This design comes from an exercise in tuning for small area, a short achievable clock period and few clock cycles on the open sky130 flow, not from production work. At most, simulation tests tie the RTL to the original design; equivalence was not proved. The RTL of runs 1 to 4 was laid out without a check of its function. No activity file was given, so power comes from the tool's default toggle rates.

==> design/flow/design.v <==
module ash_rx (
    input  wire       clk,
    input  wire       rst,
    input  wire       in_valid,
    input  wire [7:0] in_byte,
    output wire       in_ready,
    output wire       out_valid,
    input  wire       out_ready,
    output wire [4:0] out_tag,
    output wire [7:0] out_data,
    output wire       out_last
);
    localparam integer N    = 128;         
    localparam integer RS   = 16;          
    localparam integer RSB  = 4;           
    localparam integer WS   = 16;          
    localparam integer WSB  = 4;           
    localparam integer NWT  = N / WS;
    localparam integer D    = 8;           
    localparam integer DB   = 3;           
    localparam [7:0] FLAG = 8'h7E, ESC = 8'h7D, XON = 8'h11, XOFF = 8'h13,
                     SUB  = 8'h18, CAN = 8'h1A;
    localparam [3:0] C_GOOD = 4'd0, C_BAD_ESCAPE = 4'd1, C_SHORT = 4'd2,
                     C_CRC = 4'd3, C_UNKNOWN = 4'd4, C_BAD_LENGTH = 4'd5,
                     C_BAD_VERSION = 4'd6, C_CANCEL = 4'd7, C_SUB = 4'd8,
                     C_XON = 4'd9, C_XOFF = 4'd10, C_OVERFLOW = 4'd11,
                     C_GOOD_FULL = 4'd15;
    localparam [4:0] T_BODY = 5'h07;
    function automatic is_reserved(input [7:0] b);
        is_reserved = (b == FLAG) || (b == ESC) || (b == XON) ||
                      (b == XOFF) || (b == SUB) || (b == CAN);
    endfunction
    function automatic is_mark(input [7:0] b);
        is_mark = (b == FLAG) || (b == XON) || (b == XOFF) ||
                  (b == SUB) || (b == CAN);
    endfunction
    function automatic [15:0] crc16_byte(input [15:0] c_in, input [7:0] b);
        integer k;
        reg [15:0] c;
        begin
            c = c_in ^ {b, 8'h00};
            for (k = 0; k < 8; k = k + 1)
                c = c[15] ? ((c << 1) ^ 16'h1021) : (c << 1);
            crc16_byte = c;
        end
    endfunction
    function automatic [7:0] lfsr_step(input [7:0] r);
        lfsr_step = (r >> 1) ^ (r[0] ? 8'hB8 : 8'h00);
    endfunction
    function automatic [4:0] hdr_tag(input [7:0] c);
        if (!c[7])                 hdr_tag = 5'h01;
        else if (c[6:5] == 2'b00)  hdr_tag = 5'h02;
        else if (c[6:5] == 2'b01)  hdr_tag = 5'h03;
        else if (c[1:0] == 2'b00)  hdr_tag = 5'h04;
        else if (c[1:0] == 2'b01)  hdr_tag = 5'h05;
        else                       hdr_tag = 5'h06;
    endfunction
    reg [7:0] ring [0:N-1];
    reg        pv, sv;
    reg [7:0]  pb, sb;
    reg        b_flag, b_can, b_sub, b_xo, b_esc, is_data;    
    reg        discard;
    reg        in_frame;        
    reg [7:0]  cnt;             
    reg [6:0]  wpos;            
    reg        al;              
    reg        ofull;           
    reg        esc_pend, esc_err;
    reg [2:0]  ulen;            
    reg [15:0] crc;
    reg        crc_ok;          
    reg        k_data, k_hdr, k_rstack, k_error;    
    reg        u1ok;            
    reg        fg;              
    reg [3:0]  q_ent [0:D-1];
    reg [DB:0] q_wp, q_rp;      
    reg        hv;              
    reg [3:0]  h_code;
    reg        h_good;
    reg        rbusy;           
    reg        rfull;           
    reg [6:0]  rpos;            
    reg [7:0]  rb;              
    reg        rb_mark, rb_esc;
    reg [6:0]  rwalk;           
    reg        resc;
    reg [1:0]  uj;              
    reg [7:0]  d1, d2;          
    reg        hdr;             
    reg        scr;             
    reg [7:0]  lfsr;
    reg        av;
    reg [4:0]  atag;
    reg [7:0]  adata;
    reg        alast;
    assign in_ready  = !sv;
    assign out_valid = av;
    assign out_tag   = atag;
    assign out_data  = adata;
    assign out_last  = alast;
    wire [7:0] nb       = sv ? sb : in_byte;      
    wire       full     = cnt[7];
    wire [7:0]  unesc   = pb ^ 8'h20;
    wire        u_valid = !esc_err && (esc_pend ? is_reserved(unesc) : !b_esc);
    wire [7:0]  u_byte  = esc_pend ? unesc : pb;
    wire [15:0] crc_nx  = crc16_byte(crc, u_byte);
    wire        esc_bad = esc_err || esc_pend;
    wire        lenok_n = (ulen == 3'd2) ? (k_data || k_hdr) :
                          (ulen == 3'd4) ? (k_data || (k_rstack && u1ok) || k_error) :
                          (ulen != 3'd0 && ulen != 3'd1) && k_data;
    wire        fg_n    = u_valid && (crc_nx == 16'h0000) && lenok_n;
    wire [3:0]  fcode   = esc_bad              ? C_BAD_ESCAPE :
                          (ulen < 3'd3)        ? C_SHORT :
                          !crc_ok              ? C_CRC :
                          k_data               ? C_GOOD :
                          k_hdr                ? ((ulen == 3'd3) ? C_GOOD : C_BAD_LENGTH) :
                          (k_rstack || k_error) ? ((ulen != 3'd5) ? C_BAD_LENGTH :
                                                   (k_rstack && !u1ok) ? C_BAD_VERSION : C_GOOD) :
                                                  C_UNKNOWN;
    wire        slot_ok  = al && !ofull;
    wire        q_room   = (q_wp[DB-1:0] != q_rp[DB-1:0]) || (q_wp[DB] == q_rp[DB]);
    wire        need_slot = !discard && !full && (is_data || (b_flag && in_frame));
    wire        need_q   = !discard && ((b_flag && in_frame) || b_can || b_sub ||
                                        b_xo || (is_data && full));
    wire        go       = pv && (!need_slot || slot_ok) && (!need_q || q_room);
    wire        live     = go && !discard;
    wire        ev_flag  = live && b_flag && in_frame;
    wire        ev_drop  = live && (b_can || b_sub || (is_data && full) ||
                                    (b_flag && in_frame && !fg));
    wire        ev_app   = live && is_data && !full;
    wire        wr       = live && !full && (is_data || (b_flag && in_frame && fg));
    wire        push     = live && need_q;
    wire        junk     = go && !in_frame && !is_data && slot_ok;
    wire        wr_any   = wr || junk;
    wire [3:0]  push_code = b_flag ? ((full && fg) ? C_GOOD_FULL : fcode) :
                            b_can  ? C_CANCEL :
                            b_sub  ? C_SUB :
                            b_xo   ? (pb[1] ? C_XOFF : C_XON) :
                                     C_OVERFLOW;
    wire [NWT-1:0] wtap = {{(NWT-1){1'b0}}, 1'b1} << wpos[6:WSB];
    wire        space   = !av || out_ready;
    wire        q_empty = q_wp == q_rp;
    wire        rhit    = rpos[RSB-1:0] == 0;
    wire [7:0]  rpre    = ring[{rpos[6:RSB], {(RSB-1){1'b0}}, 1'b1}];
    wire        rstep   = rbusy && space && rhit;
    wire        r_lead  = (uj == 2'd0) && !resc;
    wire        r_lastu = is_mark(rpre) || (rfull && rwalk == 7'd127);
    wire        r_end   = (rb_mark && !r_lead) || (rfull && rwalk == 7'd127);
    wire        r_escb  = !resc && rb_esc;
    wire [7:0]  r_u     = resc ? (rb ^ 8'h20) : rb;
    wire        r_emit  = rstep && !rb_mark && !r_escb && uj[1];
    wire        r_used  = ofull || (wpos != rpos);       
    wire        r_iskip = !rbusy && rhit && rb_mark && r_used;
    wire        r_adv   = rstep || r_iskip;
    wire        pop_idle  = !rbusy && hv && space;
    wire        pop_chain = rstep && r_end && hv && h_good;
    wire        pop = pop_idle || pop_chain;
    wire        e_diag  = pop_idle && !h_good;
    wire        ev      = r_emit || e_diag;
    wire [4:0]  etag    = e_diag ? ({1'b0, h_code} + 5'd7) :
                          hdr    ? hdr_tag(d2) : T_BODY;
    wire [7:0]  edata   = e_diag ? 8'h00 :
                          hdr    ? d2 : (d2 ^ (scr ? lfsr : 8'h00));
    wire        elast   = e_diag || r_lastu;
    wire        h_load  = !hv || pop;
    wire        occ127  = rpos == wpos + 7'd1;
    wire [6:0]  wpos_dr = wpos - cnt[6:0] - 7'd1;
    wire        r_empty = !ofull && (wpos == rpos) && !in_frame;
    wire        frz     = r_empty && !wr_any && al;
    wire [6:0]  wpos_n  = ev_drop ? wpos_dr : (wr_any || frz) ? wpos : (wpos - 7'd1);
    wire        al_n    = ev_drop ? (wpos_dr[WSB-1:0] == 0) :
                          (wr_any || frz) ? al : (wpos[WSB-1:0] == 1);
    wire        ofull_n = ev_drop ? (cnt == 8'd0 && ofull && !r_adv) :
                          wr_any  ? (r_adv ? ofull : occ127) :
                                    (ofull && !r_adv);
    integer i;
    always @(posedge clk) begin
        for (i = 0; i < N; i = i + 1) begin
            if ((i % WS) == WS - 1 && wr_any && wtap[((i + 1) % N) / WS])
                ring[i] <= pb;
            else
                ring[i] <= ring[(i + 1) % N];
        end
        if (push && !(h_load && q_empty))
            q_ent[q_wp[DB-1:0]] <= push_code;
        if (h_load) begin
            h_code <= q_empty ? push_code : q_ent[q_rp[DB-1:0]];
            h_good <= q_empty ? (push_code == C_GOOD || push_code == C_GOOD_FULL)
                              : (q_ent[q_rp[DB-1:0]] == C_GOOD ||
                                 q_ent[q_rp[DB-1:0]] == C_GOOD_FULL);
        end
        if (!pv || go) begin
            pb      <= nb;
            b_flag  <= nb == FLAG;
            b_can   <= nb == CAN;
            b_sub   <= nb == SUB;
            b_xo    <= (nb == XON) || (nb == XOFF);
            b_esc   <= nb == ESC;
            is_data <= !((nb == FLAG) || (nb == CAN) || (nb == SUB) ||
                         (nb == XON) || (nb == XOFF));
        end
        if (!sv)
            sb <= in_byte;
        rb      <= rpre;
        rb_mark <= is_mark(rpre);
        rb_esc  <= rpre == ESC;
    end
    always @(posedge clk) begin
        if (rst) begin
            pv       <= 1'b0;
            sv       <= 1'b0;
            discard  <= 1'b0;
            in_frame <= 1'b0;
            cnt      <= 8'd0;
            wpos     <= 7'd0;
            al       <= 1'b1;
            ofull    <= 1'b0;
            esc_pend <= 1'b0;
            esc_err  <= 1'b0;
            ulen     <= 3'd0;
            crc      <= 16'hFFFF;
            crc_ok   <= 1'b0;
            fg       <= 1'b0;
            k_data   <= 1'b0;
            k_hdr    <= 1'b0;
            k_rstack <= 1'b0;
            k_error  <= 1'b0;
            u1ok     <= 1'b0;
            q_wp     <= 0;
            q_rp     <= 0;
            hv       <= 1'b0;
            rbusy    <= 1'b0;
            rfull    <= 1'b0;
            rpos     <= 7'd0;
            rwalk    <= 7'd0;
            resc     <= 1'b0;
            uj       <= 2'd0;
            d1       <= 8'd0;
            d2       <= 8'd0;
            hdr      <= 1'b0;
            scr      <= 1'b0;
            lfsr     <= 8'h42;
            av       <= 1'b0;
            atag     <= 5'd0;
            adata    <= 8'd0;
            alast    <= 1'b0;
        end else begin
            if (!pv || go) begin
                pv <= sv || in_valid;
                sv <= 1'b0;
            end else if (!sv)
                sv <= in_valid;
            if (go && discard) begin
                if (b_flag) discard <= 1'b0;
            end
            if (ev_flag || ev_drop) begin
                in_frame <= 1'b0;
                cnt      <= 8'd0;
                esc_pend <= 1'b0;
                esc_err  <= 1'b0;
                ulen     <= 3'd0;
                crc      <= 16'hFFFF;
                crc_ok   <= 1'b0;
                fg       <= 1'b0;
                if (ev_drop && !b_flag && !b_can) discard <= 1'b1;
            end else if (ev_app) begin
                in_frame <= 1'b1;
                cnt      <= cnt + 8'd1;
                fg       <= fg_n;
                if (!esc_err) begin
                    if (esc_pend) begin
                        esc_pend <= 1'b0;
                        if (!u_valid) esc_err <= 1'b1;
                    end else if (b_esc)
                        esc_pend <= 1'b1;
                end
                if (u_valid) begin
                    if (ulen == 3'd0) begin
                        k_data   <= !u_byte[7];
                        k_hdr    <= u_byte[7] && (!u_byte[6] || u_byte == 8'hC0);
                        k_rstack <= u_byte == 8'hC1;
                        k_error  <= u_byte == 8'hC2;
                    end
                    if (ulen == 3'd1) u1ok <= (u_byte == 8'h02);
                    if (ulen != 3'd6) ulen <= ulen + 3'd1;
                    crc    <= crc_nx;
                    crc_ok <= crc_nx == 16'h0000;
                end
            end
            wpos  <= wpos_n;
            al    <= al_n;
            ofull <= ofull_n;
            if (push && !(h_load && q_empty))
                q_wp <= q_wp + 1'b1;
            if (h_load) begin
                hv <= !q_empty || push;
                if (!q_empty)
                    q_rp <= q_rp + 1'b1;
            end
            if (space) begin
                av    <= ev;
                atag  <= etag;
                adata <= edata;
                alast <= elast;
            end
            if (r_emit) begin
                if (hdr) begin
                    hdr <= 1'b0;
                    scr <= !d2[7];
                end else
                    lfsr <= lfsr_step(lfsr);
            end
            if (!r_adv && !frz)
                rpos <= rpos - 7'd1;
            if (pop) begin
                rbusy <= h_good;
                rfull <= h_code == C_GOOD_FULL;
                rwalk <= 7'd0;
                resc  <= 1'b0;
                uj    <= 2'd0;
                hdr   <= 1'b1;
                lfsr  <= 8'h42;
            end else if (rstep) begin
                if (r_end)
                    rbusy <= 1'b0;
                if (!rb_mark) begin
                    rwalk <= rwalk + 7'd1;
                    if (r_escb)
                        resc <= 1'b1;
                    else begin
                        resc <= 1'b0;
                        d1   <= r_u;
                        d2   <= d1;
                        if (!uj[1]) uj <= uj + 2'd1;
                    end
                end
            end
        end
    end
endmodule
==> design/flow/flow/run.sh <==
#!/bin/bash
# The standard layout (standard.sh: the standard synthesis and the ORFS
# steps to finish), with one change: clock tree synthesis is run without
# dummy loads. Everything the steps print goes to standard.log here; ORFS
# keeps each step's own log under orfs/logs/.
set -euo pipefail
export CTS_ARGS="-sink_clustering_enable -repair_clock_nets -dont_use_dummy_load"
bash standard.sh > standard.log 2>&1
==> design/flow/standard.sh <==
#!/bin/bash
# synth_recipe.tcl (not shown) runs the flow's synth.tcl, then flattens the netlist and writes it again
# the make line also repeats each setting of config.mk as NAME=value (left out here)
make -C /OpenROAD-flow-scripts/flow DESIGN_CONFIG=/design/flow/config.mk WORK_HOME=/design/flow/orfs CLKGATE_MAP_FILE= SYNTH_SCRIPT=/design/flow/synth_recipe.tcl "${@:-finish}"
==> design/flow/config.mk <==
export PLATFORM = sky130hd
export DESIGN_NAME = ash_rx
export DESIGN_NICKNAME = ash_rx
export VERILOG_FILES = /design/flow/design.v
export SDC_FILE = /design/flow/constraint.sdc
export NUM_CORES = 4
export LEC_CHECK = 0
export CAP_MARGIN = 20
export CORE_MARGIN = 2
export CORE_UTILIZATION = 40
export SETUP_SLACK_MARGIN = 5
export SLEW_MARGIN = 20
==> design/flow/constraint.sdc <==
create_clock -name core_clock -period 8.0 [get_ports {clk}]
set_input_delay 1.6000 -clock core_clock [delete_from_list [all_inputs] [get_ports {clk}]]
set_output_delay 1.6000 -clock core_clock [all_outputs]
set_load 0.01 [all_outputs]
==> flow_metrics.py, run 1 <==
metrics = {
    "global_routing": {
        "grt_max_degree": 76,
        "grt_use_met3_pct": 2.78,
        "grt-busiest-layer": "met2",
        "grt-ovfl-total": 0,
        "grt_first_pass_wirelength_um": 77500,
        "use_met1_pct": 17.2,
        "antenna_found_initial": 1,
        "grt_pass1_vias": 14300,
        "grt_use_met2_pct": 19.3,
        "groute.usage.overall_pct": 12.4,
    },
    "synthesis": {
        "ys_types": 79,
        "syn_inst": 2067,
        "syn_area_um2": 30700,
        "synth_top_area_share_pct": 75.8,
        "ys_warn_count": 2,
        "netlist_top_cells_area": "dfxtp_1, edfxtp_1, mux2_2, xnor2_1, nor2_1",
        "synth_area_per_cell_um2": 14.9,
        "synth_flop_cell": "dfxtp_1",
        "synth-async-reset-ratio_pct": 0,
        "yosys-top-cells-count": "dfxtp_1, nor2_1, nand2_1",
        "ys_seq_area_share_pct": 80.7,
        "yosysMostFrequentCell": "dfxtp_1",
        "synth_enable_flop_cells": 51,
        "synth_area_leader_cell": "dfxtp_1",
        "syn_nets": 2102,
        "ys_ff_latch": 1214,
    },
    "outcome": {
        "status": "timing/DRC/antenna clean",
    },
    "floorplan": {
        "die_area_um2": 79100,
        "core_um2": 75900,
        "die_x_um": 281,
        "rows": 101,
        "dieHeight_um": 281,
        "start_util_pct": 40.5,
        "io_pins": 28,
    },
    "worst_setup_path": {
        "crit_start": "av",
        "end_kind": "output port",
        "ff2ff_path_depth": 8,
        "reg2reg_slack_ns": 5.21,
        "cp_num_buf_inv": 1,
        "r2r-start": "rpos[5]",
        "cp_cell_sequence": "dlygate4sd2_1",
        "cp.arrival_ns": 1.29,
        "critPathKind": "flop to output port",
        "crit_end": "out_valid",
        "crit_fanout": 3,
        "critPathLaunchType": "flop",
        "critPathMaxStageDelay_ns": 0.40,
        "cp_top_family": "flip-flops",
        "slowest_stage": "dfxtp_1",
        "worstPathRequired_ns": 6.40,
        "crit_cells": 1,
        "r2r-end": "alast",
    },
    "timing": {
        "worstMarginPinSlew_ns": 0.833,
        "max_freq_mhz": 346,
        "post-route-period-util_pct": 36.2,
        "slew_headroom_pct": 44.4,
        "setup_violations": 0,
        "slew_violations": 0,
        "fin_ws_ns": 5.11,
        "fin_worst_skew_ns": 0.0511,
        "tns_ns": 0,
        "rsz0062_at_grt": "no",
        "hold_viol_final": 0,
        "period_minus_slack_ns": 2.89,
        "whs_ns": 0.290,
    },
    "power": {
        "p_comb_share_pct": 8.2,
        "clkPwrFrac_pct": 34.1,
        "irDropWorstVdd_v": 0.000173,
        "p_int_mw": 9.65,
        "p_leak_nw": 13.6,
        "seqPwrFrac_pct": 57.7,
        "swShare_pct": 22.4,
        "power.density_nw_per_um2": 354,
        "p_switching_mw": 2.78,
    },
    "worst_hold_path": {
        "hold_path.class": "flop to flop",
        "hold_path_depth": 0,
    },
    "clocking": {
        "cts_hold_buf": 0,
        "clkTransAtPathRegs_ns": 0.06,
        "cts_buffers": 108,
        "cts_tree": "done",
        "cts_buffer_depth": 3,
        "cts_htree_levels": 3,
        "numClockSinks": 1214,
        "insertion_delay_ns": 0.64,
        "cts.root.buffer_cell": "clkbuf_16",
    },
    "drt": {
        "drtIter0Drc": 763,
        "wl_per_cell_um": 14.9,
        "drc_errors": 0,
        "ant_nets": 0,
        "via_per_inst": 4.44,
        "drt_pass1_iterations": 5,
        "wl_um": 47700,
        "vias": 14200,
    },
    "finish": {
        "fin_nets": 2204,
        "drive_gt1_share_pct": 12.2,
        "area_growth_pct": 14.3,
    },
    "job": {
        "cap_violations": 0,
    },
    "placed_design": {
        "io_buffers": 27,
        "place_ws_ns": 3.75,
        "gp_congestion": 0.807,
        "dp_hpwl_um": 29200,
    },
}
[area by class of cell]
| type | instances | area [um2] |
|---|---|---|
| Sequential cell | 1214 | 24800 |
| Inverter | 39 | 146 |
| Clock buffer | 108 | 2700 |
| Fill cell | 6551 | 40800 |
| Timing Repair Buffer | 51 | 478 |
| Tap cell | 1030 | 1290 |
| Multi-Input combinational cell | 755 | 5690 |
| Antenna cell | 1 | 2.50 |
[metrics by stage]
stage | utilization, % | power (mW) | cells | area [um2]
2_1_floorplan | - | 7.95 | 2067 | 30900
3_3_place_gp | 42.4 | 8.27 | 3073 | 32200
3_5_place_dp | 42.4 | 8.32 | 3073 | 32200
4_1_cts | 46.2 | 12.6 | 3193 | 35100
5_1_grt | 46.3 | 13.0 | 3197 | 35100
6_report | 46.3 | 12.4 | 3198 | 35100
[worst min path at each step]
stage	to	from	slack, ns
after global routing	ring[10][6]	ring[11][6]	0.29
final	ring[10][6]	ring[11][6]	0.29
after CTS	ring[10][6]	ring[11][6]	0.28
after detailed placement	ring[109][1]	ring[110][1]	0.31
after floorplan	ring[100][0]	ring[101][0]	0.31
after global placement	ring[93][3]	ring[94][3]	0.31
[routing by layer]
layer / part of all wire (%) / wire length [um]
met5: 0 / 0
met4: 2.2 / 1030
met3: 4.1 / 1950
met2: 45 / 21300
met1: 49 / 23400
[sequential cells by signal, indices dropped and copies added (netlist names), 8 cells and up, named ones only]
register / flops
sb: 8
crc: 16
d2: 8
d1: 8
pb: 8
q_ent: 32
cnt: 8
ring: 1024
adata: 8
rb: 8
lfsr: 8
[cell families (layout without fill, tap and decap cells)]
logic type,Yosys count,count (layout),synth area share (%)
DFF,1214,1214,80.7
adders and majority gates,23,23,0.961
muxes,125,125,4.91
buffers and inverters,98,198,1.31
xor gates and xnor gates,91,91,2.59
and+or+nand+nor,341,341,5.56
AOI/OAI and AO/OA,175,175,3.93
other,0,1,0
[power groups by stage]
stage | logic [mW] | clock network, mW | registers [mW]
after floorplan | 0.804 | 0 | 7.15
after global placement | 0.978 | 0 | 7.29
after detailed placement | 1.01 | 0 | 7.31
after CTS | 1.02 | 4.38 | 7.20
after global routing | 1.14 | 4.62 | 7.26
final | 1.02 | 4.24 | 7.18
[cell usage in the layout, fill, tap and decap left out, drive strengths merged, types with 14 or more instances in the layout]
master | Yosys | final
mux2 | 66 | 66
o21ai | 31 | 31
mux2i | 45 | 45
ha | 22 | 22
dlygate4sd2 | 0 | 17
edfxtp | 51 | 51
nand4 | 21 | 21
nor3 | 18 | 18
dfxtp | 1163 | 1163
a21oi | 39 | 39
xnor2 | 60 | 60
nand3 | 22 | 22
o211ai | 19 | 19
nand2 | 82 | 82
nor2 | 127 | 127
inv | 39 | 39
buf | 22 | 25
xor2 | 31 | 31
mux4 | 14 | 14
clkbuf | 37 | 108
[repair_timing]
item,in CTS,in global routing
setup endpoints to repair,113,28
buffers inserted,12,4
pin swaps,6,0
resized for setup,29,5
==> run 2: changes to the inputs <==
==> design/flow/flow/run.sh (replaced) <==
#!/bin/bash
# The standard layout (standard.sh: the standard synthesis and the ORFS
# steps to finish), with two changes: clock tree synthesis is run without
# dummy loads, and timing repair aims at a setup slack margin of 5.3 ns.
# Everything the steps print goes to standard.log here; ORFS keeps each
# step's own log under orfs/logs/.
set -euo pipefail
export CTS_ARGS="-sink_clustering_enable -repair_clock_nets -dont_use_dummy_load"
export SETUP_SLACK_MARGIN=5.3
bash standard.sh > standard.log 2>&1
--- a/design/flow/config.mk
+++ b/design/flow/config.mk
@@ -9,4 +9,3 @@
 export CORE_MARGIN = 2
 export CORE_UTILIZATION = 40
-export SETUP_SLACK_MARGIN = 5
 export SLEW_MARGIN = 20
==> run 2 against run 1 <==
Combinational power grew 6%. Utilization up 0.41 points. Sequential power is essentially flat. Highest routed layer unchanged.
==> flow_metrics.py, run 2 <==
metrics = {
    "synthesis": {
        "synth-async-reset-ratio_pct": 0,
        "yosys-top-cells-count": "dfxtp_1, nor2_1, nand2_1",
        "synth_enable_flop_cells": 51,
        "synth_top_area_share_pct": 75.8,
        "syn_nets": 2102,
        "ys_types": 79,
        "synth_flop_cell": "dfxtp_1",
        "netlist_top_cells_area": "dfxtp_1, edfxtp_1, mux2_2, xnor2_1, nor2_1",
        "synth_area_leader_cell": "dfxtp_1",
        "ys_warn_count": 2,
        "synth_area_per_cell_um2": 14.9,
        "yosysMostFrequentCell": "dfxtp_1",
        "ys_seq_area_share_pct": 80.7,
        "syn_inst": 2067,
        "ys_ff_latch": 1214,
        "syn_area_um2": 30700,
    },
    "timing": {
        "setup_violations": 0,
        "fin_worst_skew_ns": 0.0770,
        "slew_violations": 0,
        "max_freq_mhz": 364,
        "post-route-period-util_pct": 34.4,
        "worstMarginPinSlew_ns": 0.809,
        "rsz0062_at_grt": "yes",
        "slew_headroom_pct": 46.0,
        "tns_ns": 0,
        "period_minus_slack_ns": 2.75,
        "hold_viol_final": 0,
    },
    "clocking": {
        "cts_tree": "done",
        "insertion_delay_ns": 0.65,
        "cts_htree_levels": 3,
        "numClockSinks": 1214,
        "cts.root.buffer_cell": "clkbuf_16",
        "cts_buffer_depth": 3,
        "cts_buffers": 108,
        "clkTransAtPathRegs_ns": 0.06,
    },
    "worst_setup_path": {
        "critPathLaunchType": "flop",
        "critPathKind": "flop to output port",
        "worstPathRequired_ns": 6.40,
        "cp_num_buf_inv": 2,
        "r2r-end": "ring[79][3]",
        "r2r-start": "is_data",
        "slowest_stage": "dfxtp_4",
        "end_kind": "output port",
        "ff2ff_path_depth": 7,
        "crit_fanout": 2,
        "cp.arrival_ns": 1.15,
        "critPathMaxStageDelay_ns": 0.36,
        "reg2reg_slack_ns": 5.33,
        "cp_top_family": "flip-flops",
        "cp_cell_sequence": "inv_2 -> buf_2",
    },
    "floorplan": {
        "die_area_um2": 79100,
        "io_pins": 28,
        "core_um2": 75900,
        "rows": 101,
        "die_x_um": 281,
        "start_util_pct": 40.5,
        "dieHeight_um": 281,
    },
    "placed_design": {
        "dpl_cell_area_um2": 32200,
        "dp_hpwl_um": 28900,
        "dp_cells": 3074,
        "io_buffers": 27,
        "gp_congestion": 0.774,
    },
    "power": {
        "power.density_nw_per_um2": 353,
        "irDropWorstVdd_v": 0.000170,
        "p_leak_nw": 13.8,
    },
    "finish": {
        "postLayoutCoreUtil_pct": 46.7,
        "top_register": "ring",
        "fin_nets": 2223,
        "finalInstanceArea_um2": 35400,
        "drive_gt1_share_pct": 15.1,
        "mostFrequentLayoutCell": "dfxtp_1",
        "finalNonFillerCells": 3216,
        "multi_input_area_um2": 5790,
        "fillers": 6535,
        "largest_register_ffs": 1024,
        "antennaDiodeCount": 0,
        "final_cell_mix": "dfxtp_1, nor2_1, clkbuf_16, nand2_1, mux2_2",
        "area_growth_pct": 15.3,
        "seqCellArea_um2": 24800,
    },
    "outcome": {
        "status": "timing/DRC/antenna clean",
    },
    "drt": {
        "wl_per_cell_um": 15.1,
        "drc_errors": 0,
        "drtIter0Drc": 856,
        "ant_nets": 0,
        "wl_um": 48600,
        "drt_pass1_iterations": 7,
        "vias": 14300,
        "via_per_inst": 4.43,
    },
    "global_routing": {
        "grt_max_degree": 76,
        "grt-ovfl-total": 0,
        "antenna_found_initial": 1,
        "grt_pass1_vias": 14500,
        "grt_first_pass_wirelength_um": 78500,
        "groute.usage.overall_pct": 12.6,
    },
    "worst_hold_path": {
        "min_to": "ring[10][6]",
        "hold_path.class": "flop to flop",
        "hp-start": "ring[11][6]",
        "hold_path_depth": 0,
    },
    "job": {
        "cap_violations": 0,
    },
}
[run 2: kinds of logic after synthesis]
| family | synth area share, % |
|---|---|
| compound gates | 3.93 |
| xor+xnor | 2.59 |
| fa+ha+maj | 0.961 |
| buf+inv | 1.31 |
| flops | 80.7 |
| mux | 4.91 |
| simple gates | 5.56 |
[run 2: worst max-delay path by stage]
stage                         start           to  slack [ns]  cells after the start
final                            sv     in_ready        5.25                      2
after global placement    out_ready        d1[6]        3.90                      7
after floorplan           out_ready  q_ent[3][0]        4.96                      6
after CTS                        sv     in_ready        5.06                      2
after global routing             sv     in_ready        5.19                      2
after detailed placement  out_ready        d2[3]        3.87                      7
[run 2: per-layer routing]
| layer | track usage (%) | vias up | wire, um | part of all wire (%) |
|---|---|---|---|---|
| met3 | 2.77 | 108 | 1870 | 3.8 |
| met5 | 0 | - | 0 | 0 |
| met1 | 17.4 | 6870 | 23900 | 49 |
| met4 | 4.35 | 0 | 1270 | 2.6 |
| met2 | 19.7 | 225 | 21600 | 44 |
| li1 | - | 7051 | - | - |
[run 2: metrics by stage]
stage                     total power, mW  setup WS, ns  hold WS, ns
after global placement               8.28          3.90        0.310
after detailed placement             8.32          3.87        0.312
after floorplan                      7.96          4.96        0.310
after global routing                 13.1          5.19        0.282
final                                12.5          5.25        0.280
after CTS                            12.6          5.06        0.282
[run 2: where the power goes]
part	internal, mW	switching (mW)
clock	2.35	1.90
sequential	6.87	0.304
combinational	0.461	0.622
[run 2: final cells by class]
type	instances	share of cell area, %
Clock buffer	108	7.63
Tap cell	1030	3.64
Sequential cell	1214	70.1
Multi-Input combinational cell	755	16.3
Inverter	39	0.424
Timing Repair Buffer	70	1.89
[run 2: timing repair]
action                     4_1_cts  5_1_grt
cloned                           1        0
pin swaps                        6        4
setup buffers                   25        8
gates resized for setup        105       25
setup endpoints to repair      188       88
hold buffers                     0        0
==> run 3: changes to the inputs <==
--- a/design/flow/design.v
+++ b/design/flow/design.v
@@ -58,4 +58,5 @@
     reg [7:0] ring [0:N-1];
     reg        pv, sv;
+    reg        rdy;             
     reg [7:0]  pb, sb;
     reg        b_flag, b_can, b_sub, b_xo, b_esc, is_data;    
@@ -94,5 +95,5 @@
     reg [7:0]  adata;
     reg        alast;
-    assign in_ready  = !sv;
+    assign in_ready  = rdy;
     assign out_valid = av;
     assign out_tag   = atag;
@@ -182,5 +183,5 @@
                 ring[i] <= ring[(i + 1) % N];
         end
-        if (push && !(h_load && q_empty))
+        if (push)        
             q_ent[q_wp[DB-1:0]] <= push_code;
         if (h_load) begin
@@ -210,4 +211,5 @@
             pv       <= 1'b0;
             sv       <= 1'b0;
+            rdy      <= 1'b1;
             discard  <= 1'b0;
             in_frame <= 1'b0;
@@ -247,8 +249,11 @@
         end else begin
             if (!pv || go) begin
-                pv <= sv || in_valid;
-                sv <= 1'b0;
-            end else if (!sv)
-                sv <= in_valid;
+                pv  <= sv || in_valid;
+                sv  <= 1'b0;
+                rdy <= 1'b1;
+            end else if (!sv) begin
+                sv  <= in_valid;
+                rdy <= !in_valid;
+            end
             if (go && discard) begin
                 if (b_flag) discard <= 1'b0;
==> design/flow/flow/run.sh (replaced) <==
#!/bin/bash
# The standard layout (standard.sh: the standard synthesis and the ORFS
# steps to finish), with two changes: clock tree synthesis is run without
# dummy loads, and timing repair aims at a setup slack margin of 5.6 ns.
# Everything the steps print goes to standard.log here; ORFS keeps each
# step's own log under orfs/logs/.
set -euo pipefail
export CTS_ARGS="-sink_clustering_enable -repair_clock_nets -dont_use_dummy_load"
export SETUP_SLACK_MARGIN=5.6
bash standard.sh > standard.log 2>&1
==> run 3 against run 2 <==
Still clean. Sequential power increased by 1%. Routed wire length grew 9.5%. First-iteration DRC count grew 4.2%.
==> flow_metrics.py, run 3 <==
metrics = {
    "outcome": {
        "status": "timing/DRC/antenna clean",
    },
    "global_routing": {
        "grt_pass1_vias": 14800,
        "antenna_found_initial": 0,
        "grt_max_degree": 70,
        "grt_first_pass_wirelength_um": 82300,
        "grt-ovfl-total": 0,
        "groute.usage.overall_pct": 13.4,
    },
    "power": {
        "irDropWorstVdd_v": 0.000197,
        "p_leak_nw": 14.4,
        "power.density_nw_per_um2": 348,
    },
    "synthesis": {
        "netlist_top_cells_area": "dfxtp_1, edfxtp_1, mux2_2, mux2i_1, xnor2_1",
        "syn_area_um2": 31000,
        "ys_types": 82,
        "syn_nets": 2117,
        "yosysMostFrequentCell": "dfxtp_1",
        "synth_flop_cell": "dfxtp_1",
        "synth_area_per_cell_um2": 14.9,
        "ys_ff_latch": 1215,
        "synth-async-reset-ratio_pct": 0,
        "synth_area_leader_cell": "dfxtp_1",
        "ys_seq_area_share_pct": 80.2,
        "synth_enable_flop_cells": 51,
        "syn_inst": 2082,
        "ys_warn_count": 2,
        "yosys-top-cells-count": "dfxtp_1, nor2_1, nand2_1",
        "synth_top_area_share_pct": 75.2,
    },
    "finish": {
        "postLayoutCoreUtil_pct": 48.0,
        "seqCellArea_um2": 24900,
        "fin_nets": 2309,
        "finalNonFillerCells": 3313,
        "largest_register_ffs": 1024,
        "fillers": 6598,
        "final_cell_mix": "dfxtp_1, clkbuf_16, nor2_1, buf_4, nand2_1",
        "area_growth_pct": 19.4,
        "finalInstanceArea_um2": 37000,
        "mostFrequentLayoutCell": "dfxtp_1",
        "drive_gt1_share_pct": 20.2,
        "multi_input_area_um2": 6350,
        "top_register": "ring",
    },
    "timing": {
        "worstMarginPinSlew_ns": 0.695,
        "fin_worst_skew_ns": 0.0760,
        "post-route-period-util_pct": 33.7,
        "tns_ns": 0,
        "setup_violations": 0,
        "hold_viol_final": 0,
        "max_freq_mhz": 371,
        "slew_violations": 0,
        "period_minus_slack_ns": 2.69,
        "rsz0062_at_grt": "yes",
        "slew_headroom_pct": 53.6,
    },
    "worst_setup_path": {
        "cp.arrival_ns": 1.09,
        "cp_num_buf_inv": 1,
        "cp_top_family": "flip-flops",
        "critPathMaxStageDelay_ns": 0.33,
        "critPathLaunchType": "flop",
        "r2r-end": "ring[111][4]",
        "reg2reg_slack_ns": 5.60,
        "r2r-start": "is_data",
        "end_kind": "output port",
        "crit_cells": 1,
        "crit_fanout": 2,
        "critPathKind": "flop to output port",
        "ff2ff_path_depth": 8,
        "slowest_stage": "dfxtp_2",
        "cp_cell_sequence": "buf_6",
        "worstPathRequired_ns": 6.40,
    },
    "clocking": {
        "cts_buffers": 109,
        "cts_buffer_depth": 3,
        "insertion_delay_ns": 0.66,
        "numClockSinks": 1215,
        "cts_htree_levels": 3,
        "cts_hold_buf": 0,
        "clkTransAtPathRegs_ns": 0.07,
        "cts.root.buffer_cell": "clkbuf_16",
        "cts_tree": "done",
    },
    "worst_hold_path": {
        "hp-start": "ring[14][1]",
        "hold_path_depth": 0,
        "hold_path.class": "flop to flop",
        "min_to": "ring[13][1]",
    },
    "drt": {
        "wl_per_cell_um": 16.1,
        "drc_errors": 0,
        "drt_pass1_iterations": 5,
        "ant_nets": 0,
        "via_per_inst": 4.53,
        "vias": 15000,
        "wl_um": 53200,
        "drtIter0Drc": 892,
    },
    "placed_design": {
        "dp_hpwl_um": 31200,
        "gp_congestion": 0.833,
        "io_buffers": 27,
        "dpl_cell_area_um2": 32400,
        "dp_cells": 3098,
    },
    "job": {
        "cap_violations": 0,
    },
    "floorplan": {
        "start_util_pct": 40.2,
        "dieHeight_um": 282,
        "rows": 102,
        "io_pins": 28,
        "die_area_um2": 79700,
        "core_um2": 77100,
        "die_x_um": 282,
    },
}
[run 3: changes by cell type after synthesis, moves of 8 or more]
cell,change
nor2_1,-27
a21oi_1,+15
nand3_1,+14
xnor2_1,-13
and3_1,+10
inv_1,+8
nor3_1,+8
o21ai_0,-8
[run 3: worst max path at each step]
stage / start / end / slack (ns)
final: rdy / in_ready / 5.31
after global routing: rdy / in_ready / 5.24
after CTS: rdy / in_ready / 5.25
after detailed placement: out_ready / lfsr[2] / 3.75
after global placement: out_ready / lfsr[6] / 3.83
after floorplan: out_ready / d1[6] / 4.88
[run 3: stage by stage]
stage	power [mW]	hold WS, ns	worst slack (ns)
2_1_floorplan	8.05	0.310	4.88
3_3_place_gp	8.37	0.310	3.83
3_5_place_dp	8.42	0.312	3.75
4_1_cts	12.9	0.278	5.25
5_1_grt	13.4	0.287	5.24
6_report	12.9	0.279	5.31
[run 3: kinds of logic after synthesis]
logic type,share of synthesized area (%)
buf+inv,1.47
fa+ha+maj,0.953
simple gates,5.42
compound gates,4.22
xor+xnor,2.42
mux,5.34
flops,80.2
[run 3: layout make-up]
cell class / instances / area share [%]
clock buffers: 109 / 7.38
diodes: 1 / 0.00677
multi-input cells: 760 / 17.2
inverters: 47 / 0.497
flip-flops and latches: 1215 / 67.3
well taps: 1040 / 3.52
repair buffers: 141 / 4.13
[run 3: where the power goes]
group	switching, mW	internal (mW)	total (mW)
clock network	1.92	2.38	4.30
registers	0.333	6.91	7.25
logic	0.703	0.624	1.33
[run 3: repair_timing]
action | in CTS | in global routing
pin swaps | 18 | 28
setup endpoints to repair | 261 | 216
setup buffers | 51 | 49
cloned | 4 | 1
gates resized for setup | 197 | 70
[run 3: routing by layer]
layer	track usage, %	vias to the layer above	share of wire (%)
li1	-	7298	-
met1	18.8	7285	50
met2	19.3	308	42
met3	3.25	126	4.6
met4	6.38	0	3.8
met5	0	-	0
==> run 4: changes to the inputs <==
==> design/flow/flow/run.sh (replaced) <==
#!/bin/bash
# The standard layout (standard.sh: the standard synthesis and the ORFS
# steps to finish), with two changes: clock tree synthesis is run without
# dummy loads, and timing repair aims at a setup slack margin of 5.45 ns.
# Everything the steps print goes to standard.log here; ORFS keeps each
# step's own log under orfs/logs/.
set -euo pipefail
export CTS_ARGS="-sink_clustering_enable -repair_clock_nets -dont_use_dummy_load"
export SETUP_SLACK_MARGIN=5.45
bash standard.sh > standard.log 2>&1
==> run 4 against run 3 <==
Die area did not move. Cell count fell by 1.6%. Critical path type unchanged. Clock skew rose by 0.00090 ns. First-iteration DRC count increased by 5.6%. Design area fell by 2.3%. Highest routed layer unchanged. Critical path depth is the same. Register-to-register slack worse by 0.14 ns. Area after synthesis is the same. Utilization fell by 1.1 points. Via count decreased by 1.7%. Combinational power shrank 11%.
==> flow_metrics.py, run 4 <==
metrics = {
    "synthesis": {
        "ys_types": 82,
        "synth_area_per_cell_um2": 14.9,
        "ys_seq_area_share_pct": 80.2,
        "synth-async-reset-ratio_pct": 0,
        "synth_enable_flop_cells": 51,
        "synth_top_family_by_area": "simple AND/OR/NAND/NOR gates",
        "ys_ff_latch": 1215,
        "syn_inst": 2082,
        "synth_top_area_share_pct": 75.2,
        "synthAdderAreaFrac_pct": 0.953,
        "syn_area_um2": 31000,
        "synth_area_leader_cell": "dfxtp_1",
        "synth_compound_area_share_pct": 4.22,
        "synth-xor-area-share_pct": 2.42,
        "ys_warn_count": 2,
        "synth_flop_cell": "dfxtp_1",
        "yosys-top-cells-count": "dfxtp_1, nor2_1, nand2_1",
        "yosys.area_share.simple_pct": 5.42,
        "yosysMostFrequentCell": "dfxtp_1",
        "synthMuxAreaShare_pct": 5.34,
        "netlist_top_cells_area": "dfxtp_1, edfxtp_1, mux2_2, mux2i_1, xnor2_1",
        "syn_nets": 2117,
    },
    "clocking": {
        "cts_buffers": 107,
        "cts_hold_buf": 0,
        "cts_htree_levels": 3,
        "numClockSinks": 1215,
        "cts_tree": "done",
        "cts.root.buffer_cell": "clkbuf_16",
        "insertion_delay_ns": 0.64,
        "clkTransAtPathRegs_ns": 0.06,
        "cts_buffer_depth": 3,
    },
    "placed_design": {
        "io_buffers": 27,
        "gp_congestion": 0.809,
        "dp_hpwl_um": 31400,
        "place_ws_ns": 3.75,
    },
    "power": {
        "p_switching_mw": 2.88,
        "power.density_nw_per_um2": 351,
        "irDropWorstVdd_v": 0.000196,
        "swShare_pct": 22.8,
        "clkPwrFrac_pct": 33.3,
        "seqPwrFrac_pct": 57.2,
        "p_int_mw": 9.79,
        "p_leak_nw": 14.0,
        "p_comb_share_pct": 9.4,
    },
    "finish": {
        "largest_register_ffs": 1024,
        "antennaDiodeCount": 0,
        "mostFrequentLayoutCell": "dfxtp_1",
        "top_register": "ring",
        "drive_gt1_share_pct": 17.2,
        "area_growth_pct": 16.7,
        "final_cell_mix": "dfxtp_1, clkbuf_16, nor2_1, nand2_1, mux2_2",
        "fin_nets": 2258,
    },
    "worst_setup_path": {
        "crit_fanout": 2,
        "reg2reg_slack_ns": 5.46,
        "cp_cell_sequence": "buf_6",
        "r2r-start": "rpos[6]",
        "cp_num_buf_inv": 1,
        "ff2ff_path_depth": 7,
        "critPathMaxStageDelay_ns": 0.32,
        "critPathLaunchType": "flop",
        "critPathKind": "flop to output port",
        "cp_top_family": "flip-flops",
        "cp.arrival_ns": 1.08,
        "slowest_stage": "dfxtp_2",
        "r2r-end": "alast",
        "end_kind": "output port",
        "worstPathRequired_ns": 6.40,
    },
    "drt": {
        "wl_um": 51700,
        "vias": 14800,
        "drc_errors": 0,
        "drt_pass1_iterations": 6,
        "wl_per_cell_um": 15.9,
        "ant_nets": 0,
        "drtIter0Drc": 942,
        "via_per_inst": 4.53,
    },
    "timing": {
        "slew_headroom_pct": 55.8,
        "hold_viol_final": 0,
        "setup_violations": 0,
        "worstMarginPinSlew_ns": 0.662,
        "slew_violations": 0,
        "fin_worst_skew_ns": 0.0769,
        "period_minus_slack_ns": 2.68,
        "fin_ws_ns": 5.32,
        "rsz0062_at_grt": "yes",
        "tns_ns": 0,
        "max_freq_mhz": 373,
        "post-route-period-util_pct": 33.5,
    },
    "floorplan": {
        "die_x_um": 282,
        "start_util_pct": 40.2,
        "core_um2": 77100,
        "io_pins": 28,
        "die_area_um2": 79700,
        "rows": 102,
        "dieHeight_um": 282,
    },
    "global_routing": {
        "grt-ovfl-total": 0,
        "grt_max_degree": 70,
        "grt_first_pass_wirelength_um": 81500,
        "antenna_found_initial": 1,
        "grt_pass1_vias": 14700,
        "groute.usage.overall_pct": 13.2,
    },
    "worst_hold_path": {
        "hold_path.class": "flop to flop",
        "min_to": "ring[11][6]",
        "hp-start": "ring[12][6]",
        "hold_path_depth": 0,
    },
    "outcome": {
        "status": "timing/DRC/antenna clean",
    },
    "job": {
        "cap_violations": 0,
    },
}
## run 4: metrics by stage
step                      hold WS [ns]  instances  util, %  instance area, um2  power, mW
after CTS                        0.289       3244     46.5               35800       12.7
after global placement           0.310       3098     42.0               32400       8.38
after floorplan                  0.310       2082        -               31100       8.05
after global routing             0.299       3261     46.9               36100       13.2
after detailed placement         0.312       3098     42.0               32400       8.42
final                            0.290       3261     46.9               36100       12.7
## run 4: power by group through the flow
| stage | Sequential (mW) | Combinational [mW] | Clock [mW] |
|---|---|---|---|
| 6_report | 7.25 | 1.19 | 4.23 |
| 3_5_place_dp | 7.38 | 1.04 | 0 |
| 2_1_floorplan | 7.19 | 0.860 | 0 |
| 4_1_cts | 7.27 | 1.12 | 4.36 |
| 3_3_place_gp | 7.36 | 1.02 | 0 |
| 5_1_grt | 7.34 | 1.30 | 4.59 |
## run 4: how the worst max path moves through the flow
stage	start	to	slack, ns	depth (start not counted)
after floorplan	out_ready	d1[6]	4.88	8
after global placement	out_ready	lfsr[1]	3.81	8
after detailed placement	out_ready	lfsr[0]	3.75	8
after CTS	cnt[7]	rdy	5.26	6
after global routing	rdy	in_ready	5.25	1
final	rdy	in_ready	5.32	1
## run 4: final cells by class
cell class	instances	area (um2)
clock buffer	107	2680
fill	6710	41000
sequential	1215	24900
tap	1040	1300
timing repair buffer	92	971
multi-input combinational	760	6120
inverter	47	180
## run 4: cells by family after synthesis
group,count (synthesis)
xor+xnor,79
fa+ha+maj,23
mux,134
compound gates,188
simple gates,336
buf+inv,107
flops,1215
## run 4: layer usage
metal	track usage, %	wire length [um]	vias to the layer above
met4	5.37	1610	0
met5	0	0	-
met3	2.95	2240	105
met1	19.1	26200	7163
met2	18.9	21600	286
li1	-	-	7207
## run 4: what timing repair did
action / CTS / global route
pin swaps: 8 / 6
cloned: 2 / 2
resized for setup: 174 / 34
setup buffers: 37 / 15
endpoints found under the setup margin: 245 / 142
==> run 5: changes to the inputs <==
--- a/design/flow/design.v
+++ b/design/flow/design.v
@@ -61,4 +61,6 @@
     reg [7:0]  pb, sb;
     reg        b_flag, b_can, b_sub, b_xo, b_esc, is_data;    
+    reg        need_slot;       
+    reg        need_q;          
     reg        discard;
     reg        in_frame;        
@@ -120,8 +122,5 @@
                                                   C_UNKNOWN;
     wire        slot_ok  = al && !ofull;
-    wire        q_room   = (q_wp[DB-1:0] != q_rp[DB-1:0]) || (q_wp[DB] == q_rp[DB]);
-    wire        need_slot = !discard && !full && (is_data || (b_flag && in_frame));
-    wire        need_q   = !discard && ((b_flag && in_frame) || b_can || b_sub ||
-                                        b_xo || (is_data && full));
+    reg         q_room;          
     wire        go       = pv && (!need_slot || slot_ok) && (!need_q || q_room);
     wire        live     = go && !discard;
@@ -132,4 +131,15 @@
     wire        wr       = live && !full && (is_data || (b_flag && in_frame && fg));
     wire        push     = live && need_q;
+    wire        ends_n    = ev_flag || ev_drop;
+    wire        discard_n = (go && discard && b_flag) ? 1'b0 :
+                            (ev_drop && !b_flag && !b_can) ? 1'b1 : discard;
+    wire        in_frame_n = ends_n ? 1'b0 : (ev_app || in_frame);
+    wire        full_n    = ends_n ? 1'b0 : ev_app ? (cnt == 8'd127) : full;
+    wire        ld_p      = !pv || go;
+    wire        c_flag    = ld_p ? (nb == FLAG) : b_flag;
+    wire        c_ctl     = ld_p ? ((nb == FLAG) || (nb == CAN) || (nb == SUB) ||
+                                    (nb == XON) || (nb == XOFF)) : !is_data;
+    wire        need_slot_n = !discard_n && !full_n && (!c_ctl || (c_flag && in_frame_n));
+    wire        need_q_n  = !discard_n && (c_flag ? in_frame_n : (c_ctl || full_n));
     wire        junk     = go && !in_frame && !is_data && slot_ok;
     wire        wr_any   = wr || junk;
@@ -165,4 +175,9 @@
     wire        elast   = e_diag || r_lastu;
     wire        h_load  = !hv || pop;
+    wire        q_in    = push && !(h_load && q_empty);      
+    wire        q_out   = h_load && !q_empty;                
+    wire [DB:0] q_wp_n  = q_in  ? q_wp + 1'b1 : q_wp;
+    wire [DB:0] q_rp_n  = q_out ? q_rp + 1'b1 : q_rp;
+    wire        q_room_n = (q_wp_n[DB-1:0] != q_rp_n[DB-1:0]) || (q_wp_n[DB] == q_rp_n[DB]);
     wire        occ127  = rpos == wpos + 7'd1;
     wire [6:0]  wpos_dr = wpos - cnt[6:0] - 7'd1;
@@ -231,4 +246,7 @@
             q_wp     <= 0;
             q_rp     <= 0;
+            q_room   <= 1'b1;
+            need_slot <= 1'b0;
+            need_q   <= 1'b0;
             hv       <= 1'b0;
             rbusy    <= 1'b0;
@@ -296,11 +314,11 @@
             al    <= al_n;
             ofull <= ofull_n;
-            if (push && !(h_load && q_empty))
-                q_wp <= q_wp + 1'b1;
-            if (h_load) begin
+            q_wp   <= q_wp_n;
+            q_rp   <= q_rp_n;
+            q_room <= q_room_n;
+            if (h_load)
                 hv <= !q_empty || push;
-                if (!q_empty)
-                    q_rp <= q_rp + 1'b1;
-            end
+            need_slot <= need_slot_n;
+            need_q    <= need_q_n;
             if (space) begin
                 av    <= ev;
==> run 5 against run 4 <==
Still clean. Synthesized cell count is 1.5% higher. Count of clock-buffer cells in the layout is 1 lower. Die area is 0.31% lower. Maximum frequency is 0.57% lower. Utilization is 0.17 points higher. Area after synthesis is 0.31% lower. Sequential share of layout area is 0.45 points higher. Design area is 0.78% lower. Register-to-register slack better by 0.03 ns. Clock skew is 0.0090 ns lower. First-iteration DRC count is 24% lower. Total power is 3.4% lower. Largest cell class unchanged. Largest power group unchanged.
==> flow_metrics.py, run 5 <==
metrics = {
    "worst_hold_path": {
        "hp-start": "ring[27][2]",
        "min_to": "ring[26][2]",
        "hold_path_depth": 0,
        "hold_path.class": "flop to flop",
    },
    "timing": {
        "tns_ns": 0,
        "hold_viol_final": 0,
        "rsz0062_at_grt": "yes",
        "fin_worst_skew_ns": 0.0679,
        "setup_violations": 0,
        "max_freq_mhz": 371,
        "slew_headroom_pct": 29.5,
        "period_minus_slack_ns": 2.70,
        "slew_violations": 0,
        "whs_ns": 0.284,
        "post-route-period-util_pct": 33.7,
        "worstMarginPinSlew_ns": 1.04,
    },
    "worst_setup_path": {
        "r2r-end": "ring[15][2]",
        "end_kind": "output port",
        "critPathLaunchType": "flop",
        "cp_num_buf_inv": 1,
        "crit_start": "adata[3]",
        "worstPathRequired_ns": 6.40,
        "cp_top_family": "flip-flops",
        "critPathMaxStageDelay_ns": 0.35,
        "slowest_stage": "dfxtp_2",
        "ff2ff_path_depth": 6,
        "cp.arrival_ns": 1.10,
        "r2r-start": "al",
        "reg2reg_slack_ns": 5.49,
        "critPathKind": "flop to output port",
        "cp_cell_sequence": "buf_6",
        "crit_fanout": 2,
    },
    "placed_design": {
        "io_buffers": 27,
        "dp_hpwl_um": 30400,
        "gp_congestion": 0.777,
    },
    "floorplan": {
        "die_area_um2": 79400,
        "rows": 101,
        "dieHeight_um": 282,
        "die_x_um": 282,
        "io_pins": 28,
        "start_util_pct": 40.5,
        "core_um2": 76200,
    },
    "synthesis": {
        "synth_flop_cell": "dfxtp_1",
        "synth-async-reset-ratio_pct": 0,
        "synth_area_leader_cell": "dfxtp_1",
        "synth_area_per_cell_um2": 14.6,
        "syn_inst": 2113,
        "synth_top_area_share_pct": 75.5,
        "ys_seq_area_share_pct": 80.4,
        "netlist_top_cells_area": "dfxtp_1, edfxtp_1, mux2_2, xnor2_1, nor2_1",
        "yosys-top-cells-count": "dfxtp_1, nor2_1, nand2_1",
        "ys_ff_latch": 1215,
        "synth_enable_flop_cells": 50,
        "syn_area_um2": 30900,
        "ys_types": 76,
        "syn_nets": 2149,
        "ys_warn_count": 2,
        "yosysMostFrequentCell": "dfxtp_1",
    },
    "drt": {
        "vias": 14600,
        "drtIter0Drc": 717,
        "ant_nets": 0,
        "via_per_inst": 4.47,
        "wl_per_cell_um": 15.4,
        "drc_errors": 0,
        "drt_pass1_iterations": 4,
        "wl_um": 50600,
    },
    "job": {
        "cap_violations": 0,
    },
    "finish": {
        "fillers": 6565,
        "mostFrequentLayoutCell": "dfxtp_1",
        "top_register": "ring",
        "area_growth_pct": 16.1,
        "final_cell_mix": "dfxtp_1, nor2_1, clkbuf_16, nand2_1, mux2_2",
        "fin_nets": 2280,
        "largest_register_ffs": 1024,
        "drive_gt1_share_pct": 15.6,
    },
    "power": {
        "power.density_nw_per_um2": 341,
        "irDropWorstVdd_v": 0.000173,
        "p_leak_nw": 13.9,
    },
    "clocking": {
        "cts.root.buffer_cell": "clkbuf_16",
        "cts_buffers": 106,
        "numClockSinks": 1215,
        "insertion_delay_ns": 0.65,
        "cts_buffer_depth": 3,
        "clkTransAtPathRegs_ns": 0.06,
        "cts_htree_levels": 3,
        "cts_tree": "done",
    },
    "global_routing": {
        "grt_max_degree": 60,
        "grt_first_pass_wirelength_um": 81100,
        "groute.usage.overall_pct": 13.0,
        "grt-ovfl-total": 0,
        "grt_pass1_vias": 15100,
        "antenna_found_initial": 0,
    },
    "outcome": {
        "status": "timing/DRC/antenna clean",
    },
}
## run 5: changes by cell type after synthesis, moves of 7 or more
cell	previous run	this run
a221oi_1	0	7
nor2_1	98	124
xnor2_1	47	58
nand3_1	33	26
xor2_1	28	36
nand2_1	79	88
o21ai_0	23	43
a21oi_1	54	42
## run 5: area by class of cell
class | count | area [um2] | share of cell area (%)
Antenna cell | 1 | 2.50 | 0.00698
Tap cell | 1030 | 1290 | 3.59
Multi-Input combinational cell | 788 | 6010 | 16.8
Inverter | 46 | 175 | 0.489
Timing Repair Buffer | 87 | 880 | 2.45
Sequential cell | 1215 | 24800 | 69.3
Clock buffer | 106 | 2650 | 7.40
## run 5: per-stage QoR
step | utilization [%] | total power, mW | cells | worst slack [ns] | instance area [um2]
after floorplan | - | 7.77 | 2113 | 4.83 | 31000
after global routing | 47.0 | 12.8 | 3272 | 5.24 | 35900
after detailed placement | 42.5 | 8.09 | 3115 | 3.65 | 32400
final | 47.1 | 12.2 | 3273 | 5.30 | 35900
after global placement | 42.5 | 8.05 | 3115 | 3.76 | 32400
after CTS | 46.8 | 12.4 | 3268 | 5.25 | 35700
## run 5: timing repair
action,4_1_cts,5_1_grt
hold buffers,0,0
gates resized for setup,154,35
hold endpoints to repair,0,0
pin swaps,23,11
gates cloned,2,0
buffers inserted,45,4
setup endpoints to repair,176,76
## run 5: where the power goes
part           total, mW  internal (mW)  switching, mW
Combinational      0.840          0.363          0.478
Clock               4.21           2.31           1.90
Sequential          7.19           6.90          0.284
Total               12.2           9.58           2.66
## run 5: layer usage
layer | routed length (um) | track usage [%] | vias up
li1 | - | - | 7246
met1 | 24700 | 17.7 | 7040
met2 | 22500 | 20.5 | 228
met3 | 1840 | 2.77 | 106
met4 | 1500 | 4.92 | 0
met5 | 0 | 0 | -
## run 5: how the worst max path moves through the flow
stage / slack (ns) / to / cells past startpoint
after global placement: 3.76 / d2[7] / 8
after global routing: 5.24 / out_data[3] / 1
final: 5.30 / out_data[3] / 1
after detailed placement: 3.65 / d2[7] / 8
after floorplan: 4.83 / d2[2] / 9
after CTS: 5.25 / out_data[3] / 1
## run 5: kinds of logic (layout without fill, tap and decap cells)
family                     Yosys count  count (layout)  synth area share (%)
xor gates and xnor gates            94              94                  2.67
AOI/OAI and AO/OA                  192             192                  4.19
DFF                               1215            1215                  80.4
buffers and inverters              110             239                  1.43
adders and majority gates           24              24                 0.997
other                                0               1                     0
and+or+nand+nor                    363             363                  5.85
muxes                              115             115                  4.47
Testbench counts of run 5, summed over its fixed seeds: cycles 9,847.
==> run 6: changes to the inputs <==
==> design/flow/flow/run.sh (replaced) <==
#!/bin/bash
# The standard layout (standard.sh: the standard synthesis and the ORFS
# steps to finish), with two changes: clock tree synthesis is run without
# dummy loads, and timing repair aims at a setup slack margin of 5.4 ns.
# Everything the steps print goes to standard.log here; ORFS keeps each
# step's own log under orfs/logs/.
set -euo pipefail
export CTS_ARGS="-sink_clustering_enable -repair_clock_nets -dont_use_dummy_load"
export SETUP_SLACK_MARGIN=5.4
bash standard.sh > standard.log 2>&1
==> run 6 against run 5 <==
Register-to-register slack barely moved. Count of clock-buffer cells in the layout up 1. Critical path depth stayed put. Sequential share of layout area rose by 0.056 points. Cell count unchanged. Routed wire length fell by 0.34%. Combinational power shrank 0.6%. Area after synthesis did not move. Sequential cell count is the same. First-iteration DRC count is 2.4% lower. Clock skew is 0.0046 ns lower.
==> flow_metrics.py, run 6 <==
metrics = {
    "timing": {
        "post-route-period-util_pct": 33.6,
        "setup_violations": 0,
        "slew_violations": 0,
        "rsz0062_at_grt": "yes",
        "tns_ns": 0,
        "fin_worst_skew_ns": 0.0634,
        "hold_viol_final": 0,
        "period_minus_slack_ns": 2.68,
        "worstMarginPinSlew_ns": 1.06,
        "max_freq_mhz": 372,
        "slew_headroom_pct": 28.2,
    },
    "drt": {
        "m1WireLength_um": 24900,
        "drc_errors": 0,
        "drtIter0Drc": 700,
        "wl_met2_um": 22400,
        "via_per_inst": 4.46,
        "ant_nets": 0,
        "vias": 14600,
        "drt_pass1_iterations": 6,
        "wl_per_cell_um": 15.4,
        "top_layer_used": "met4",
        "wl_met3_um": 1820,
        "wl_um": 50400,
    },
    "worst_setup_path": {
        "worstPathRequired_ns": 6.40,
        "cp_cell_sequence": "buf_6",
        "critPathKind": "flop to output port",
        "end_kind": "output port",
        "cp_top_family": "flip-flops",
        "critPathLaunchType": "flop",
        "cp.arrival_ns": 1.08,
        "slowest_stage": "dfxtp_2",
        "critPathMaxStageDelay_ns": 0.34,
        "crit_fanout": 2,
        "cp_num_buf_inv": 1,
    },
    "synthesis": {
        "yosys-top-cells-count": "dfxtp_1, nor2_1, nand2_1",
        "syn_inst": 2113,
        "synth_enable_flop_cells": 50,
        "netlist_top_cells_area": "dfxtp_1, edfxtp_1, mux2_2, xnor2_1, nor2_1",
        "ys_warn_count": 2,
        "synth_area_leader_cell": "dfxtp_1",
        "ys_ff_latch": 1215,
        "synth-async-reset-ratio_pct": 0,
        "synth_flop_cell": "dfxtp_1",
        "synth_area_per_cell_um2": 14.6,
        "yosysMostFrequentCell": "dfxtp_1",
        "syn_area_um2": 30900,
        "ys_types": 76,
        "syn_nets": 2149,
        "synth_top_area_share_pct": 75.5,
        "ys_seq_area_share_pct": 80.4,
    },
    "floorplan": {
        "die_area_um2": 79400,
        "core_um2": 76200,
        "start_util_pct": 40.5,
        "dieHeight_um": 282,
        "rows": 101,
        "io_pins": 28,
        "die_x_um": 282,
    },
    "finish": {
        "area_growth_pct": 16.0,
        "drive_gt1_share_pct": 15.7,
        "largest_register_ffs": 1024,
        "top_register": "ring",
        "fin_nets": 2280,
        "final_cell_mix": "dfxtp_1, nor2_1, clkbuf_16, nand2_1, mux2_2",
        "mostFrequentLayoutCell": "dfxtp_1",
        "finalNonFillerCells": 3273,
    },
    "power": {
        "p_leak_nw": 13.9,
        "clkPwrFrac_pct": 34.6,
        "p_switching_mw": 2.67,
        "swShare_pct": 21.8,
        "seqPwrFrac_pct": 58.6,
        "irDropWorstVdd_v": 0.000211,
        "p_int_mw": 9.60,
        "power.density_nw_per_um2": 343,
        "p_comb_share_pct": 6.8,
    },
    "global_routing": {
        "groute.usage.overall_pct": 12.8,
        "grt-ovfl-total": 0,
        "grt_max_degree": 63,
        "grt_pass1_vias": 14600,
        "antenna_found_initial": 0,
        "grt_first_pass_wirelength_um": 79600,
    },
    "clocking": {
        "clkTransAtPathRegs_ns": 0.06,
        "cts_buffers": 107,
        "cts.root.buffer_cell": "clkbuf_16",
        "cts_buffer_depth": 3,
        "cts_tree": "done",
        "cts_htree_levels": 3,
        "numClockSinks": 1215,
        "insertion_delay_ns": 0.65,
    },
    "placed_design": {
        "dp_hpwl_um": 30300,
        "dp_cells": 3115,
        "io_buffers": 27,
        "gp_congestion": 0.773,
    },
    "outcome": {
        "status": "timing/DRC/antenna clean",
    },
    "job": {
        "cap_violations": 0,
    },
    "worst_hold_path": {
        "hold_path.class": "flop to flop",
    },
}
==> run 6: changes by cell type in the layout (fill, tap and decap cells not counted), sizes merged <==
cell,previous run,this run
buf,80,79
bufbuf,0,1
clkdlybuf4s50,3,4
dlymetal6s2s,2,1
==> run 6: through the flow <==
stage | utilization [%] | hold WS (ns) | total power, mW | instance area [um2] | worst slack, ns
global route | 47.0 | 0.319 | 12.8 | 35800 | 5.26
global placement | 42.5 | 0.310 | 8.05 | 32400 | 3.76
CTS | 46.7 | 0.314 | 12.4 | 35600 | 5.26
finish | 47.0 | 0.306 | 12.3 | 35800 | 5.32
detailed placement | 42.5 | 0.312 | 8.09 | 32400 | 3.59
floorplan | - | 0.310 | 7.77 | 31000 | 4.83
==> run 6: cell type report <==
type,count,area (um2)
Fill cell,6510,40400
Sequential cell,1215,24800
Multi-Input combinational cell,788,6000
Clock buffer,107,2680
Tap cell,1030,1290
Timing Repair Buffer,86,836
Inverter,46,175
Antenna cell,1,2.50
==> run 6: per-layer routing <==
layer,GRT usage (%),vias up
li1,-,7224
met1,17.4,7058
met2,20.1,227
met3,2.89,91
met4,4.61,0
met5,0,-
==> run 6: worst paths after layout <==
| kind | startpoint | to | slack (ns) | depth (start not counted) |
|---|---|---|---|---|
| hold reg to reg | ring[68][7] | ring[67][7] | 0.31 | 0 |
| setup reg to reg | rpos[5] | alast | 5.48 | 8 |
| hold / removal | ring[68][7] | ring[67][7] | 0.31 | 0 |
| setup / recovery | adata[2] | out_data[2] | 5.32 | 1 |
==> run 6: logic make-up (layout without fill, tap and decap cells) <==
family                   after synthesis  after routing  synth area share [%]
flip-flops                          1215           1215                  80.4
AND/OR/NAND/NOR                      363            363                  5.85
buffers and inverters                110            239                  1.43
adder cells (fa/ha/maj)               24             24                 0.997
other                                  0              1                     0
XOR/XNOR                              94             94                  2.67
AO/OA/AOI/OAI                        192            192                  4.19
multiplexers                         115            115                  4.47
==> run 6: power groups by stage <==
stage,Combinational [mW],Sequential (mW),Clock [mW]
2_1_floorplan,0.608,7.16,0
3_3_place_gp,0.749,7.30,0
3_5_place_dp,0.765,7.32,0
4_1_cts,0.812,7.20,4.37
5_1_grt,0.913,7.27,4.60
6_report,0.835,7.19,4.25
==> run 6: timing repair <==
action | in CTS | in global routing
gates cloned | 1 | 0
hold buffers | 0 | 0
setup buffers | 41 | 8
pin swaps | 15 | 9
gates resized for setup | 145 | 37
setup endpoints to repair | 172 | 68
==> run 7: changes to the inputs <==
==> design/flow/flow/run.sh (replaced) <==
#!/bin/bash
# The standard layout (standard.sh: the standard synthesis and the ORFS
# steps to finish), with two changes: clock tree synthesis is run without
# dummy loads, and timing repair aims at a setup slack margin of 5.45 ns.
# Everything the steps print goes to standard.log here; ORFS keeps each
# step's own log under orfs/logs/.
set -euo pipefail
export CTS_ARGS="-sink_clustering_enable -repair_clock_nets -dont_use_dummy_load -sink_clustering_size 30 -sink_clustering_max_diameter 70"
export SETUP_SLACK_MARGIN=5.45
bash standard.sh > standard.log 2>&1
==> run 7 against run 6 <==
Still clean on timing, DRC and antenna. Via count is 1.6% lower. Design area is 3.3% lower. Combinational power is 2.5% higher. Critical endpoint unchanged. Largest cell class unchanged.
==> flow_metrics.py, run 7 <==
metrics = {
    "timing": {
        "slew_headroom_pct": 30.3,
        "tns_ns": 0,
        "setup_violations": 0,
        "max_freq_mhz": 372,
        "fin_worst_skew_ns": 0.0624,
        "rsz0062_at_grt": "yes",
        "hold_viol_final": 0,
        "slew_violations": 0,
    },
    "job": {
        "cap_violations": 0,
    },
    "floorplan": {
        "dieHeight_um": 282,
        "io_pins": 28,
        "start_util_pct": 40.5,
        "core_um2": 76200,
        "rows": 101,
    },
    "synthesis": {
        "synth_enable_flop_cells": 50,
        "yosysMostFrequentCell": "dfxtp_1",
        "syn_inst": 2113,
        "synth-async-reset-ratio_pct": 0,
        "synth_flop_cell": "dfxtp_1",
        "ys_types": 76,
        "synth_area_per_cell_um2": 14.6,
        "synth_area_leader_cell": "dfxtp_1",
        "ys_seq_area_share_pct": 80.4,
        "netlist_top_cells_area": "dfxtp_1, edfxtp_1, mux2_2, xnor2_1, nor2_1",
        "ys_warn_count": 2,
        "syn_area_um2": 30900,
        "yosys-top-cells-count": "dfxtp_1, nor2_1, nand2_1",
    },
    "worst_setup_path": {
        "cp_cell_sequence": "buf_6",
        "ff2ff_path_depth": 8,
        "worstPathRequired_ns": 6.40,
        "cp_num_buf_inv": 1,
        "reg2reg_slack_ns": 5.49,
        "crit_cells": 1,
        "critPathLaunchType": "flop",
        "critPathMaxStageDelay_ns": 0.37,
        "critPathKind": "flop to output port",
        "cp_top_family": "flip-flops",
        "r2r-start": "rpos[5]",
        "end_kind": "output port",
    },
    "placed_design": {
        "gp_congestion": 0.777,
        "dp_cells": 3115,
        "io_buffers": 27,
        "dp_hpwl_um": 30400,
    },
    "drt": {
        "drt_pass1_iterations": 5,
        "drc_errors": 0,
        "wl_per_cell_um": 15.3,
        "vias": 14400,
        "ant_nets": 0,
        "via_per_inst": 4.45,
        "wl_um": 49300,
    },
    "worst_hold_path": {
        "hp-start": "ring[123][2]",
        "hold_path.class": "flop to flop",
        "min_to": "ring[122][2]",
    },
    "finish": {
        "antennaDiodeCount": 0,
        "top_register": "ring",
        "area_growth_pct": 12.2,
    },
    "power": {
        "irDropWorstVdd_v": 0.000161,
    },
    "clocking": {
        "cts_htree_levels": 2,
        "insertion_delay_ns": 0.63,
        "cts.root.buffer_cell": "clkbuf_16",
        "clkTransAtPathRegs_ns": 0.11,
        "cts_hold_buf": 0,
    },
    "global_routing": {
        "grt_use_met3_pct": 1.85,
        "use_met1_pct": 17.7,
        "grt_max_degree": 60,
        "grt-ovfl-total": 0,
        "grt_use_met2_pct": 20.0,
        "grt-busiest-layer": "met2",
        "groute.usage.overall_pct": 12.6,
        "grt_pass1_vias": 14400,
    },
    "outcome": {
        "status": "timing/DRC/antenna clean",
    },
}
## run 7: cell counts after synthesis
Identical to the previous run, type by type.
## run 7: report_power, final
group | switching, mW | internal, mW | total [mW]
clock network | 1.67 | 1.16 | 2.83
logic | 0.484 | 0.371 | 0.856
registers | 0.279 | 6.89 | 7.17
## run 7: worst reg2reg max path, stage by stage (launching register included)
cell	delay [ns]
dfxtp_1	0.37
clkbuf_8	0.33
mux2_2	0.42
a221oi_2	0.43
a22o_1	0.22
nand2_1	0.06
nor4_1	0.30
a21o_1	0.21
o21a_1	0.15
## run 7: metrics by stage
stage	setup WS (ns)	power (mW)	util, %	cell area, um2	hold WS [ns]
CTS	5.26	10.9	45.1	34400	0.266
floorplan	4.83	7.77	-	31000	0.310
global placement	3.76	8.05	42.5	32400	0.310
global route	5.25	11.3	45.5	34600	0.264
finish	5.31	10.9	45.5	34600	0.261
detailed placement	3.65	8.09	42.5	32400	0.312
## run 7: logic make-up after synthesis
| kind of cell | after synthesis | share of synthesized area, % |
|---|---|---|
| multiplexers | 115 | 4.47 |
| AO/OA/AOI/OAI | 192 | 4.19 |
| buffers and inverters | 110 | 1.43 |
| AND/OR/NAND/NOR | 363 | 5.85 |
| adder cells (fa/ha/maj) | 24 | 0.997 |
| flip-flops | 1215 | 80.4 |
| XOR/XNOR | 94 | 2.67 |
## run 7: final cells by class
cell class | instances | area, um2
clock buffers | 52 | 1300
well taps | 1030 | 1290
multi-input cells | 789 | 6040
repair buffers | 99 | 997
flip-flops and latches | 1215 | 24800
inverters | 46 | 175
fillers | 6685 | 41600
## run 7: what timing repair did
action | 4_1_cts | 5_1_grt
pin swaps | 23 | 12
gates resized for setup | 161 | 33
endpoints found under the setup margin | 178 | 81
buffers inserted | 47 | 13
gates cloned | 2 | 2
## run 7: routing by layer
metal  up-vias  routed length [um]
li1       7143                   -
met1      6951               24500
met2       201               21900
met3        76                1560
met4         0                1320
met5         -                   0
## run 7: worst max-delay path by stage
stage | to | slack (ns) | startpoint
5_1_grt | out_data[2] | 5.25 | adata[2]
6_report | out_data[2] | 5.31 | adata[2]
3_3_place_gp | d2[7] | 3.76 | out_ready
2_1_floorplan | d2[2] | 4.83 | out_ready
4_1_cts | out_data[2] | 5.26 | adata[2]
3_5_place_dp | d2[7] | 3.65 | out_ready
